Background: an optimization exercise with open tools, aiming at small area, a short achievable clock period and few clock cycles. Do not read the settings as production practice. Where RTL was checked, it was by simulation tests only, not by an equivalence proof against the original.

==> flow/design.v (excerpt) <==
module bxc_acc (
    input  wire        clk,
    input  wire        rst,           
    input  wire        start,
    input  wire        cfg_b58,       
    input  wire        cfg_decode,    
    input  wire [8:0]  cfg_radix,     
    input  wire        in_valid,
    input  wire [8:0]  in_data,
    output wire        in_ready,
    output wire        out_valid,
    output wire [9:0]  out_data,
    input  wire        out_ready,
    output wire        busy,
    output reg  [2:0]  err_code,
    output reg  [31:0] err_pos
);
export LEC_CHECK = 0
export CAP_MARGIN = 80
export CORE_MARGIN = 2
export CORE_UTILIZATION = 40
export PLACE_DENSITY = 0.6
export SLEW_MARGIN = 80
export SYNTH_HIERARCHICAL = 1
create_clock -name core_clock -period 36.0 [get_ports {clk}]
standard.sh (not shown) runs the stock make flow with config.mk's settings and CLKGATE_MAP_FILE= SYNTH_SCRIPT=/design/flow/synth_recipe.tcl, a recipe that flattens the netlist after the stock synthesis.
==> flow/flow/run.sh <==
#!/bin/bash
# Layout flow: the standard ORFS flow (standard.sh, synthesis unchanged),
# with the port buffers built from sky130_fd_sc_hd__buf_2 cells instead of the
# delay-buffer cells buffer_ports picks by default. Every input and output
# port still gets its own buffer.
set -euo pipefail
export BUFFER_PORTS_ARGS="-buffer_cell sky130_fd_sc_hd__buf_2"
bash standard.sh finish > standard_flow.log 2>&1
The starting point went through all stages and came out clean.
Testbench counts at the start, summed over its fixed seeds: cycles 47,093.
==> next run, changes <==
--- a/flow/config.mk
+++ b/flow/config.mk
@@ -7,3 +7,3 @@
 export LEC_CHECK = 0
-export CAP_MARGIN = 80
+export CAP_MARGIN = 45
 export CORE_MARGIN = 2
@@ -11,3 +11,3 @@
 export PLACE_DENSITY = 0.6
-export SLEW_MARGIN = 80
+export SLEW_MARGIN = 45
 export SYNTH_HIERARCHICAL = 1
Effect: The new run went through all stages and came out clean. Final cell count is lower by 2.3%. Cell area is lower by 6.7%. Die area does not change. Routed wire length is lower by 2.5%. Count of clock-buffer cells in the layout is higher by 5. Area after synthesis stays the same. Worst setup slack loses 0.66 ns.
==> next run, changes <==
--- a/flow/config.mk
+++ b/flow/config.mk
@@ -7,3 +7,3 @@
 export LEC_CHECK = 0
-export CAP_MARGIN = 45
+export CAP_MARGIN = 70
 export CORE_MARGIN = 2
@@ -11,3 +11,3 @@
 export PLACE_DENSITY = 0.6
-export SLEW_MARGIN = 45
+export SLEW_MARGIN = 70
 export SYNTH_HIERARCHICAL = 1
The changed run ran to the end with no violations.
Register-to-register slack improves by 0.78 ns.
Cell count grows slightly.
Clock skew barely changes.
Setup slack improves by 0.78 ns.

---

## try-xenon
bxc_acc, a different RTL version from the one above (not shown whole).
For scale: roughly 0.067 sq mm of cells after synthesis.
export LEC_CHECK = 0
export CAP_MARGIN = 20
export CORE_MARGIN = 2
export CORE_UTILIZATION = 60
export PLACE_DENSITY = 0.75
export SLEW_MARGIN = 20
export SYNTH_HIERARCHICAL = 1
create_clock -name core_clock -period 36.0 [get_ports {clk}]
run.sh (not shown) runs the stock make flow with config.mk's settings and CLKGATE_MAP_FILE= SYNTH_SCRIPT=/design/flow/synth_recipe.tcl, a recipe that flattens the netlist after the stock synthesis.
Stock flow here: none of the scripts above is used.
The inputs of try-harbor differ from those of try-xenon as listed below.
==> flow/config.mk <==
export PLATFORM = sky130hd
export DESIGN_NAME = bxc_acc
export DESIGN_NICKNAME = bxc_acc
export VERILOG_FILES = /design/flow/design.v
export SDC_FILE = /design/flow/constraint.sdc
export NUM_CORES = 4
export LEC_CHECK = 0
export CAP_MARGIN = 70
export CORE_MARGIN = 2
export CORE_UTILIZATION = 40
export PLACE_DENSITY = 0.6
export SLEW_MARGIN = 70
export SYNTH_HIERARCHICAL = 1
try-harbor ends up with higher final area than try-xenon does.
Re share of the clock period used by the worst path: try-xenon was higher than try-harbor.
try-xenon → try-harbor: worst setup timing slack at the placement stage grew by 0.14 ns.
try-harbor: no failed stages, no open violations at the end
The minimum clock period of try-harbor is lower than that of try-xenon.
try-xenon → try-harbor: maximum clock frequency now sits higher, smallest setup slack after layout now sits higher, sequential share of layout area now sits lower, global-route wire length before repair now sits higher.
try-harbor vs try-xenon on multi-input combinational area share: try-harbor is the lower one.
Between try-xenon and try-harbor, routed wire length increased.
The launching instance or port of the critical path comes out err_pos[11]$_SDFF_PP0_ in one run and nlr[0]$_DFF_P_ in the other, namely in try-harbor and try-xenon respectively.
diff inputs: try-harbor => try-onyx
-- flow/config.mk --
<<< try-harbor, line 7
export LEC_CHECK = 0
export CAP_MARGIN = 70
export CORE_MARGIN = 2
>>> try-onyx, line 7
export LEC_CHECK = 0
export CAP_MARGIN = 20
export CORE_MARGIN = 2
<<< try-harbor, line 11
export PLACE_DENSITY = 0.6
export SLEW_MARGIN = 70
export SYNTH_HIERARCHICAL = 1
>>> try-onyx, line 11
export PLACE_DENSITY = 0.6
export SLEW_MARGIN = 20
export SYNTH_HIERARCHICAL = 1
==> comparison <==
try-onyx and try-harbor all finish clean.
From try-harbor to try-onyx the numbers moved as follows: mean number of vias per cell up about 0.4%.
Summary: with try-harbor as the reference, cell depth of the worst flop-to-flop path in try-onyx moved down by a few percent.
Function was not checked in any run of this note: the RTL went through the layout flow alone.

---

== v26 ==
bxc_acc, a different RTL version from the one above (not shown whole).
For scale: ~7200 cells after synthesis, roughly 68000 um2 of cells after synthesis.
## bxc_acc
module bxc_acc (
    input  wire        clk,
    input  wire        rst,           
    input  wire        start,
    input  wire        cfg_b58,       
    input  wire        cfg_decode,    
    input  wire [8:0]  cfg_radix,     
    input  wire        in_valid,
    input  wire [8:0]  in_data,
    output wire        in_ready,
    output wire        out_valid,
    output wire [9:0]  out_data,
    input  wire        out_ready,
    output wire        busy,
    output reg  [2:0]  err_code,
    output reg  [31:0] err_pos
);
clock: 36.0 ns
lec_check: 0
cap_margin: 70
core_margin: 2
core_utilization: 40
place_density: 0.6
slew_margin: 20
synth_hierarchical: 1
standard.sh (not shown) runs the stock make flow with config.mk's settings and CLKGATE_MAP_FILE= SYNTH_SCRIPT=/design/flow/synth_recipe.tcl, a recipe that flattens the netlist after the stock synthesis.
Scripts as last shown in full above: flow/flow/run.sh
Testbench counts of v26, summed over its fixed seeds: cycles 47,093.
Inputs modified between v26 and v5:
Settings: a change of SLEW_MARGIN from 20 to 60; a change of CAP_MARGIN from 70 to 60.
## What came out
- Setup slack (lower): v5
- v26 → v5: clock skew rose by 0.0037 ns.
- Synthesis-to-layout area growth: v5 vs v26 down 1.7 points
- Minimum period implied by the final worst setup slack came out higher on v5 than on v26.
- Run comparison: v5 start point of the critical path err_pos[11]; v26 start point of the critical path out_valid_r
The inputs of v12 differ from those of v5 as listed below.
Settings: SLEW_MARGIN changed from 60 to 70; CAP_MARGIN changed from 60 to 20.
## What came out
v12 vs. v5: detailed placement HPWL went up by 1.0%. Diff v5 and v12: routed length on met3 higher in v5. Diff v12..v5 | global-route wire length before repair | negligible. v12 contains more vias than v5. v12 ended up with more standard cells than v5. Any difference in count of filler cells inserted in the layout between v12 and v5 is small enough to ignore. Against v5, v12 reports a largest net degree at the start of global routing that is lower. Number of violations reported at the end of detailed-routing iteration 0 was lower in v5 than in v12.
Edits applied to the flow inputs when going from v12 to v27:
Settings: swapping 20 for 70 in CAP_MARGIN.
Results
Minimum hold slack was lower in v12 than in v27.
Any difference in area of all placed cells without fillers between v27 and v12 is small enough to ignore.
~same all-layer global routing usage in v27 and v12

afterwards: timing with drivers on the ports:
No port has a modelled driver above. Below, the same layouts with a new extraction and two added sets of constraints. Step 1 assumes that a clkbuf_16 drives the clock port and a buf_2 every other input. Step 2 also shifts input and output timing later by t, the mid clock arrival at the registers, as if the neighbouring blocks saw the same clock. a / b / c = ideal ports / drivers / drivers and shift; a / b = the first two.
run | t (ns) | setup slack, ns | latest minus earliest clock arrival (ns) | slew at the worst register clock pin (ns) | cell pins on the clock port's net
the first run of note 1 | 0.821 | 26.898 / 26.898 / 26.898 | 0.068 / 0.068 | 0.07 / 0.07 | 1
the second run of note 1 | 0.808 | 26.239 / 26.239 / 26.239 | 0.058 / 0.058 | 0.07 / 0.07 | 1
the third run of note 1 | 0.786 | 27.021 / 27.021 / 26.956 | 0.055 / 0.056 | 0.07 / 0.07 | 1
try-xenon | 0.762 | 25.803 / 25.803 / 25.803 | 0.053 / 0.053 | 0.07 / 0.07 | 1
try-harbor | 0.816 | 26.868 / 26.787 / 26.235 | 0.060 / 0.061 | 0.07 / 0.07 | 1
try-onyx | 0.812 | 26.164 / 26.164 / 25.854 | 0.053 / 0.053 | 0.07 / 0.07 | 1
v26 | 0.832 | 27.369 / 27.285 / 26.628 | 0.098 / 0.097 | 0.07 / 0.07 | 1
v5 | 0.835 | 27.347 / 27.259 / 26.664 | 0.102 / 0.103 | 0.07 / 0.07 | 1
v12 | 0.825 | 27.339 / 27.252 / 26.706 | 0.087 / 0.088 | 0.07 / 0.07 | 1
v27 | 0.807 | 27.347 / 27.269 / 26.699 | 0.085 / 0.086 | 0.07 / 0.07 | 1
After both steps every run listed still meets setup and hold. The setup slack of v26, which loses most, moves by -0.084 ns with the drivers and by -0.741 ns with both steps.
